This is an optimization exercise on Yosys and OpenROAD, whose aim is a short achievable clock period and few clock cycles, not a production implementation. Function not checked in this run: the RTL went through the layout flow alone.

### design/flow/run.sh
#!/bin/bash
# synth_recipe.tcl (not shown) runs the flow's synth.tcl, then flattens the netlist and writes it again
# the make line also repeats each setting of config.mk as NAME=value (left out here)
make -C /OpenROAD-flow-scripts/flow DESIGN_CONFIG=/design/flow/config.mk WORK_HOME=/design/flow/orfs CLKGATE_MAP_FILE= SYNTH_SCRIPT=/design/flow/synth_recipe.tcl finish
### design/flow/config.mk
export PLATFORM = sky130hd
export DESIGN_NAME = abac_enc
export DESIGN_NICKNAME = abac_enc
export VERILOG_FILES = /design/flow/design.v
export SDC_FILE = /design/flow/constraint.sdc
export NUM_CORES = 4
export LEC_CHECK = 0
export CAP_MARGIN = 20
export CORE_MARGIN = 2
export CORE_UTILIZATION = 40
export PLACE_DENSITY = 0.6
export SLEW_MARGIN = 20
### design/flow/constraint.sdc
create_clock -name core_clock -period 11.0 [get_ports {clk}]
set_input_delay 2.2000 -clock core_clock [delete_from_list [all_inputs] [get_ports {clk}]]
set_output_delay 2.2000 -clock core_clock [all_outputs]
set_load 0.01 [all_outputs]
### design/flow/design.v
module abac_enc (
    input  wire       clk,
    input  wire       rst_n,
    input  wire       cmd_valid,
    output wire       cmd_ready,
    input  wire [2:0] cmd_op,
    input  wire [5:0] cmd_ctx,
    input  wire       cmd_sym,
    input  wire [9:0] cmd_c0,
    input  wire [9:0] cmd_c1,
    output reg        out_valid,
    input  wire       out_ready,
    output reg  [7:0] out_byte,
    output reg        rsp_valid,
    output reg  [9:0] rsp_c0,
    output reg  [9:0] rsp_c1
);
    localparam [2:0] OP_ENC_INIT    = 3'd0;
    localparam [2:0] OP_ENC_SYM     = 3'd1;
    localparam [2:0] OP_ENC_FLUSH   = 3'd2;
    localparam [2:0] OP_CTX_SET     = 3'd3;
    localparam [2:0] OP_CTX_GET     = 3'd4;
    localparam [2:0] OP_CTX_HALVE   = 3'd5;
    localparam [2:0] OP_TBL_RESCALE = 3'd6;
    localparam [2:0] OP_TBL_INIT    = 3'd7;
    localparam [3:0] S_IDLE   = 4'd0;
    localparam [3:0] S_LOAD   = 4'd1;   
    localparam [3:0] S_DIV    = 4'd2;   
    localparam [3:0] S_NARROW = 4'd3;   
    localparam [3:0] S_RENORM = 4'd4;   
    localparam [3:0] S_UFL    = 4'd5;   
    localparam [3:0] S_FLB    = 4'd6;   
    localparam [3:0] S_FLU    = 4'd7;   
    localparam [3:0] S_PAD    = 4'd8;   
    localparam [3:0] S_RESC   = 4'd9;   
    reg  [3:0]  state;
    reg  [9:0]  ctx_c0 [0:63];
    reg  [9:0]  ctx_c1 [0:63];
    reg         open;        
    reg  [15:0] low;
    reg  [15:0] high;
    reg  [15:0] ufl;         
    reg  [5:0]  cur_ctx;
    reg         cur_sym;
    reg  [10:0] div_w;       
    reg  [9:0]  div_rem;     
    reg  [16:0] div_num;     
    reg  [16:0] div_q;       
    reg  [4:0]  div_cnt;
    reg         pend_bit;    
    reg  [7:0]  obuf;        
    reg  [2:0]  obits;       
    wire [16:0] range = {1'b0, high} - {1'b0, low} + 17'd1;
    wire [9:0]  rd_c0 = ctx_c0[cur_ctx];
    wire [9:0]  rd_c1 = ctx_c1[cur_ctx];
    wire [10:0] rd_w  = {1'b0, rd_c0} + {1'b0, rd_c1};
    wire [26:0] prod  = range * rd_c0;
    wire [10:0] upd_c0 = {1'b0, rd_c0} + {10'd0, ~cur_sym};
    wire [10:0] upd_c1 = {1'b0, rd_c1} + {10'd0,  cur_sym};
    wire        upd_halve = (upd_c0 + upd_c1) >= 11'd1024;
    wire [9:0]  new_c0 = upd_halve ? (upd_c0[10:1] + 10'd1) : upd_c0[9:0];
    wire [9:0]  new_c1 = upd_halve ? (upd_c1[10:1] + 10'd1) : upd_c1[9:0];
    wire [10:0] div_try = {div_rem, div_num[16]};
    wire        div_ge  = div_try >= div_w;
    wire [10:0] div_sub = div_try - div_w;
    wire        ren_emit  = (low[15] == high[15]);
    wire        ren_defer = low[14] & ~high[14];
    wire        can_put = !(obits == 3'd7 && out_valid);
    wire [9:0]  cmd_rd_c0 = ctx_c0[cmd_ctx];
    wire [9:0]  cmd_rd_c1 = ctx_c1[cmd_ctx];
    wire [5:0]  resc_idx  = cur_ctx;
    wire [9:0]  rs_c0     = ctx_c0[resc_idx];
    wire [9:0]  rs_c1     = ctx_c1[resc_idx];
    wire [10:0] rs_w      = {1'b0, rs_c0} + {1'b0, rs_c1};
    assign cmd_ready = (state == S_IDLE);
    wire   cmd_fire  = cmd_valid && cmd_ready;
    task put_bit(input b);
        begin
            if (obits == 3'd7) begin
                out_byte  <= {obuf[6:0], b};
                out_valid <= 1'b1;
                obits     <= 3'd0;
            end else begin
                obuf  <= {obuf[6:0], b};
                obits <= obits + 3'd1;
            end
        end
    endtask
    integer i;
    always @(posedge clk) begin
        if (!rst_n) begin
            state     <= S_IDLE;
            open      <= 1'b0;
            low       <= 16'h0000;
            high      <= 16'hFFFF;
            ufl       <= 16'd0;
            cur_ctx   <= 6'd0;
            cur_sym   <= 1'b0;
            div_w     <= 11'd0;
            div_rem   <= 10'd0;
            div_num   <= 17'd0;
            div_q     <= 17'd0;
            div_cnt   <= 5'd0;
            pend_bit  <= 1'b0;
            obuf      <= 8'd0;
            obits     <= 3'd0;
            out_valid <= 1'b0;
            out_byte  <= 8'd0;
            rsp_valid <= 1'b0;
            rsp_c0    <= 10'd0;
            rsp_c1    <= 10'd0;
            for (i = 0; i < 64; i = i + 1) begin
                ctx_c0[i] <= 10'd1;
                ctx_c1[i] <= 10'd1;
            end
        end else begin
            rsp_valid <= 1'b0;
            if (out_valid && out_ready)
                out_valid <= 1'b0;
            case (state)
            S_IDLE: begin
                if (cmd_fire) begin
                    case (cmd_op)
                    OP_ENC_INIT: begin
                        open <= 1'b1;
                        low  <= 16'h0000;
                        high <= 16'hFFFF;
                        ufl  <= 16'd0;
                    end
                    OP_ENC_SYM: begin
                        if (open) begin
                            cur_ctx <= cmd_ctx;
                            cur_sym <= cmd_sym;
                            state   <= S_LOAD;
                        end
                    end
                    OP_ENC_FLUSH: begin
                        if (open)
                            state <= S_FLB;
                    end
                    OP_CTX_SET: begin
                        ctx_c0[cmd_ctx] <= cmd_c0;
                        ctx_c1[cmd_ctx] <= cmd_c1;
                    end
                    OP_CTX_GET: begin
                        rsp_valid <= 1'b1;
                        rsp_c0    <= cmd_rd_c0;
                        rsp_c1    <= cmd_rd_c1;
                    end
                    OP_CTX_HALVE: begin
                        ctx_c0[cmd_ctx] <= (cmd_rd_c0 >> 1) + 10'd1;
                        ctx_c1[cmd_ctx] <= (cmd_rd_c1 >> 1) + 10'd1;
                    end
                    OP_TBL_RESCALE: begin
                        cur_ctx <= 6'd0;
                        state   <= S_RESC;
                    end
                    OP_TBL_INIT: begin
                        for (i = 0; i < 64; i = i + 1) begin
                            ctx_c0[i] <= 10'd1;
                            ctx_c1[i] <= 10'd1;
                        end
                    end
                    endcase
                end
            end
            S_LOAD: begin
                div_w   <= rd_w;
                div_rem <= prod[26:17];
                div_num <= prod[16:0];
                div_q   <= 17'd0;
                div_cnt <= 5'd0;
                ctx_c0[cur_ctx] <= new_c0;
                ctx_c1[cur_ctx] <= new_c1;
                state   <= S_DIV;
            end
            S_DIV: begin
                div_rem <= div_ge ? div_sub[9:0] : div_try[9:0];
                div_num <= {div_num[15:0], 1'b0};
                div_q   <= {div_q[15:0], div_ge};
                div_cnt <= div_cnt + 5'd1;
                if (div_cnt == 5'd16)
                    state <= S_NARROW;
            end
            S_NARROW: begin
                if (!cur_sym)
                    high <= low + div_q[15:0] - 16'd1;
                else
                    low  <= low + div_q[15:0];
                state <= S_RENORM;
            end
            S_RENORM: begin
                if (ren_emit) begin
                    if (can_put) begin
                        put_bit(high[15]);
                        pend_bit <= ~high[15];
                        if (ufl == 16'd0) begin
                            low  <= {low[14:0], 1'b0};
                            high <= {high[14:0], 1'b1};
                        end else begin
                            state <= S_UFL;
                        end
                    end
                end else if (ren_defer) begin
                    ufl  <= ufl + 16'd1;
                    low  <= {1'b0, low[13:0], 1'b0};
                    high <= {1'b1, high[13:0], 1'b1};
                end else begin
                    state <= S_IDLE;
                end
            end
            S_UFL: begin
                if (can_put) begin
                    put_bit(pend_bit);
                    ufl <= ufl - 16'd1;
                    if (ufl == 16'd1) begin
                        low   <= {low[14:0], 1'b0};
                        high  <= {high[14:0], 1'b1};
                        state <= S_RENORM;
                    end
                end
            end
            S_FLB: begin
                if (can_put) begin
                    put_bit(low[14]);
                    pend_bit <= ~low[14];
                    ufl      <= ufl + 16'd1;
                    state    <= S_FLU;
                end
            end
            S_FLU: begin
                if (can_put) begin
                    put_bit(pend_bit);
                    ufl <= ufl - 16'd1;
                    if (ufl == 16'd1)
                        state <= S_PAD;
                end
            end
            S_PAD: begin
                if (obits == 3'd0) begin
                    open  <= 1'b0;
                    state <= S_IDLE;
                end else if (!out_valid) begin
                    out_byte  <= obuf << (4'd8 - {1'b0, obits});
                    out_valid <= 1'b1;
                    obits     <= 3'd0;
                    open      <= 1'b0;
                    state     <= S_IDLE;
                end
            end
            S_RESC: begin
                if (rs_w > 11'd16) begin
                    ctx_c0[resc_idx] <= (rs_c0 >> 1) + 10'd1;
                    ctx_c1[resc_idx] <= (rs_c1 >> 1) + 10'd1;
                end
                cur_ctx <= cur_ctx + 6'd1;
                if (cur_ctx == 6'd63)
                    state <= S_IDLE;
            end
            default: state <= S_IDLE;
            endcase
        end
    end
endmodule
==> summary.txt <==
# TYPE chip_impl_metric gauge
chip_impl_info{name="hold_path_class",value="reg -> reg"} 1
chip_impl_info{name="critical_path.endpoint_type",value="flop"} 1
chip_impl_info{name="cpMaxStageDelayCell",value="o41ai_1"} 1
chip_impl_metric{name="timing.fmax",unit="MHz"} 102
chip_impl_metric{name="cts_post_setup_buffers_inserted",unit=""} 0
chip_impl_info{name="synth.largest_area_cell",value="edfxtp_1"} 1
chip_impl_info{name="clock_tree_from_tritoncts",value="built"} 1
chip_impl_metric{name="setup_slack",unit="ns"} 1.16
chip_impl_metric{name="drt_pre_antenna_iters",unit=""} 6
chip_impl_metric{name="synth_cell_type_count",unit=""} 99
chip_impl_metric{name="syn_to_final_growth",unit="%"} 11.4
chip_impl_metric{name="max_stage_delay",unit="ns"} 0.84
chip_impl_metric{name="antenna_found_initial",unit=""} 18
chip_impl_metric{name="insertion_delay_of_the_later_clocked_pin_in_the_worst_skew_pair",unit="ns"} 0.87
chip_impl_info{name="family_of_cells_with_the_greatest_summed_delay_on_the_critical_path",value="compound AO/OA/AOI/OAI gates"} 1
chip_impl_info{name="cell_types_occupying_the_most_area_after_synthesis",value="edfxtp_1, mux4_2, nor2_1"} 1
chip_impl_info{name="timing.critical_path.from_type",value="flop"} 1
chip_impl_metric{name="finalSetupViolCount",unit=""} 0
chip_impl_metric{name="finalCritPeriodShare",unit="%"} 89.4
chip_impl_metric{name="cts_buffers",unit=""} 163
chip_impl_metric{name="number_of_enable_flip_flop_cells_after_synthesis",unit=""} 1280
chip_impl_metric{name="numClockSinks",unit=""} 1447
chip_impl_metric{name="synth_top_cell_area_share",unit="%"} 45.5
chip_impl_info{name="cp-startpoint",value="low[2]$_SDFFE_PN0P_"} 1
chip_impl_metric{name="report.final.slew_viol_count",unit=""} 0
chip_impl_metric{name="cp_max_fo",unit=""} 22
chip_impl_metric{name="starting_density_of_the_core",unit="%"} 40.3
chip_impl_metric{name="layout.nets",unit=""} 6903
chip_impl_metric{name="die_height",unit="µm"} 464
chip_impl_metric{name="vias_per_cell",unit=""} 6.57
chip_impl_info{name="clockRootBuffer",value="clkbuf_16"} 1
chip_impl_info{name="rsz0062_at_grt",value="false"} 1
chip_impl_info{name="synth_commonest_cells",value="edfxtp_1, nor2_1, mux4_2"} 1
chip_impl_metric{name="cp.arrival",unit="ns"} 10.54
chip_impl_metric{name="pre_cts_ws",unit="ns"} 1.30
chip_impl_metric{name="tns",unit="ns"} 0
chip_impl_metric{name="crit_required",unit="ns"} 11.70
chip_impl_metric{name="cts_hold_buf",unit=""} 0
chip_impl_metric{name="dp.final_hpwl",unit="µm"} 216000
chip_impl_metric{name="drt_first_iter_violations",unit=""} 10421
chip_impl_metric{name="timing.slew.headroom",unit="%"} 19.3
chip_impl_info{name="setup.worst_path.class",value="reg -> reg"} 1
chip_impl_metric{name="max-clock-path-buffers",unit=""} 3
chip_impl_info{name="r2r-start",value="low[2]$_SDFFE_PN0P_"} 1
chip_impl_metric{name="grt_first_pass_wirelength",unit="µm"} 454000
chip_impl_info{name="yosysMostFrequentCell",value="edfxtp_1"} 1
chip_impl_metric{name="fp.dieArea",unit="µm²"} 215000
chip_impl_metric{name="number_of_nets_produced_by_synthesis",unit=""} 6958
chip_impl_metric{name="gr-usage-all-layers",unit="%"} 29.3
chip_impl_metric{name="core",unit="µm²"} 210000
chip_impl_metric{name="ys_seq_area_share",unit="%"} 49.4
chip_impl_metric{name="grt_max_degree",unit=""} 89
chip_impl_metric{name="worst_clock_skew",unit="ns"} 0.0674
chip_impl_metric{name="finalHoldViolCount",unit=""} 0
chip_impl_metric{name="nFillCells",unit=""} 18924
chip_impl_metric{name="wl",unit="µm"} 319000
chip_impl_metric{name="cts_htree_levels",unit=""} 4
chip_impl_metric{name="drive_gt1_share",unit="%"} 21.2
chip_impl_metric{name="post_cts.resized_instances",unit=""} 0
chip_impl_metric{name="dp.cells",unit=""} 9225
chip_impl_info{name="cpMostUsedCell",value="fa_1"} 1
chip_impl_info{name="ys_dominant_reg_cell",value="edfxtp_1"} 1
chip_impl_metric{name="avgSynthCellArea",unit="µm²"} 12.7
chip_impl_metric{name="synthCells",unit=""} 6640
chip_impl_metric{name="clkSlewWorstSetupHoldPaths",unit="ns"} 0.06
chip_impl_metric{name="count_of_input_and_output_buffers",unit=""} 64
chip_impl_metric{name="grt_overflow",unit=""} 0
chip_impl_metric{name="ys_seq_elements",unit=""} 1447
chip_impl_metric{name="number_of_primary_i_o_pins",unit=""} 65
chip_impl_metric{name="chipWidth",unit="µm"} 464
chip_impl_metric{name="final_antenna_net_count",unit=""} 0
chip_impl_metric{name="globalplace.congestion",unit=""} 0.988
chip_impl_metric{name="synth_warnings",unit=""} 1
chip_impl_metric{name="minimum_period_implied_by_the_final_worst_setup_slack",unit="ns"} 9.84
chip_impl_metric{name="post-route-drc-count",unit=""} 0
chip_impl_metric{name="stdcell_count",unit=""} 9527
chip_impl_metric{name="worst_pin_slew",unit="ns"} 1.21
chip_impl_metric{name="path_buf_inv",unit=""} 5
chip_impl_info{name="status",value="no timing/DRC/antenna violations"} 1
chip_impl_metric{name="ys_async_sr_fraction",unit="%"} 0
chip_impl_metric{name="cap_viol_max_count",unit=""} 0
chip_impl_metric{name="via_count_of_the_first_global_routing_pass",unit=""} 60578
chip_impl_metric{name="drt-wirelength-per-cell",unit="µm"} 33.5
chip_impl_metric{name="syn_area",unit="µm²"} 84500
chip_impl_metric{name="row_count",unit=""} 168
chip_impl_info{name="holdCritStartpoint",value="div_num[3]$_SDFFE_PN0P_"} 1
chip_impl_metric{name="via_count",unit=""} 62579
## worst paths after layout
kind	endpoint	slack (ns)	cells after the start
worst max-delay path	div_rem[9]$_SDFFE_PN0P_	1.16	35
worst max register to register	div_rem[9]$_SDFFE_PN0P_	1.16	35
worst min-delay path	div_num[3]$_SDFFE_PN0P_	0.46	2
worst min register to register	div_num[3]$_SDFFE_PN0P_	0.46	2
## kinds of logic after synthesis
family / count (synthesis) / share of synthesized area [%]
xor+xnor: 130 / 1.36
buf+inv: 798 / 4.44
compound gates: 972 / 7.29
flops: 1447 / 49.4
simple gates: 2144 / 11.0
mux: 865 / 21.2
fa+ha+maj: 284 / 5.30
## registers in the layout, indices dropped and copies added (netlist names), 11 cells and up, named ones only
| name | cells |
|---|---|
| high | 16 |
| ctx_c1 | 640 |
| ctx_c0 | 640 |
| ufl | 16 |
| low | 16 |
| div_q | 16 |
| div_num | 17 |
| div_w | 11 |
## metal layers
metal / GRT usage, % / share of wire, % / up-vias
met3: 10.3 / 15 / 894
met4: 14.3 / 5.8 / 16
met1: 38.8 / 36 / 31825
li1: - / - / 25022
met2: 42.6 / 43 / 4822
met5: 0 / 0.084 / -
## layout make-up
class	count	area (µm²)	share of cell area, %
Tap cell	2805	3510	3.73
Clock buffer	195	4220	4.48
Inverter	214	806	0.856
Antenna cell	5	12.5	0.0133
Timing Repair Buffer	364	3330	3.54
Clock inverter	102	1110	1.18
Multi-Input combinational cell	4395	39400	41.8
Sequential cell	1447	41800	44.4
## worst min-delay path: stages, from the launching register on
cell	delay, ns
dfxtp_1	0.31
nand2_1	0.05
a21oi_1	0.05
## cell usage in the layout, fill, tap and decap left out, types with 114 or more instances in the layout
cell,count
mux2i_1,114
edfxtp_1,1280
a21oi_1,445
nand3_1,208
clkbuf_16,163
mux4_2,709
fa_1,123
inv_1,207
nor2_1,1115
dfxtp_1,161
nand2_1,448
ha_1,161
buf_4,265
## per-stage QoR
step                area, µm²  util [%]  hold slack (ns)
global placement        88800      42.3            0.446
CTS                     94100      44.9            0.459
detailed placement      88800      42.3            0.451
floorplan               84500         -            0.436
global route            94200      44.9            0.480
finish                  94200      44.9            0.458

## static timing again, ports no longer ideal
No port has a modelled driver above. Below, the same layout with a new extraction and two added sets of constraints. Step 1: set_driving_cell puts a clkbuf_16 on clk and a buf_2 on each other input, an assumption about the parent block. Step 2 also shifts input and output timing later by t, the mid clock arrival at the registers, as if the neighbouring blocks saw the same clock. Three values: no drivers, after step 1, after step 2; two values: the first two.
t (ns): 0.928
slack for setup (ns): 1.163 / 1.163 / 1.163
hold WS [ns]: 0.458 / 0.458 / 0.458
clock arrival spread, ns: 0.068 / 0.068
worst slew at a driven data input, ns: 0.21
After both steps setup and hold are still met in this run. The setup slack of this run moves by 0.000 ns with the drivers and by 0.000 ns with both steps.
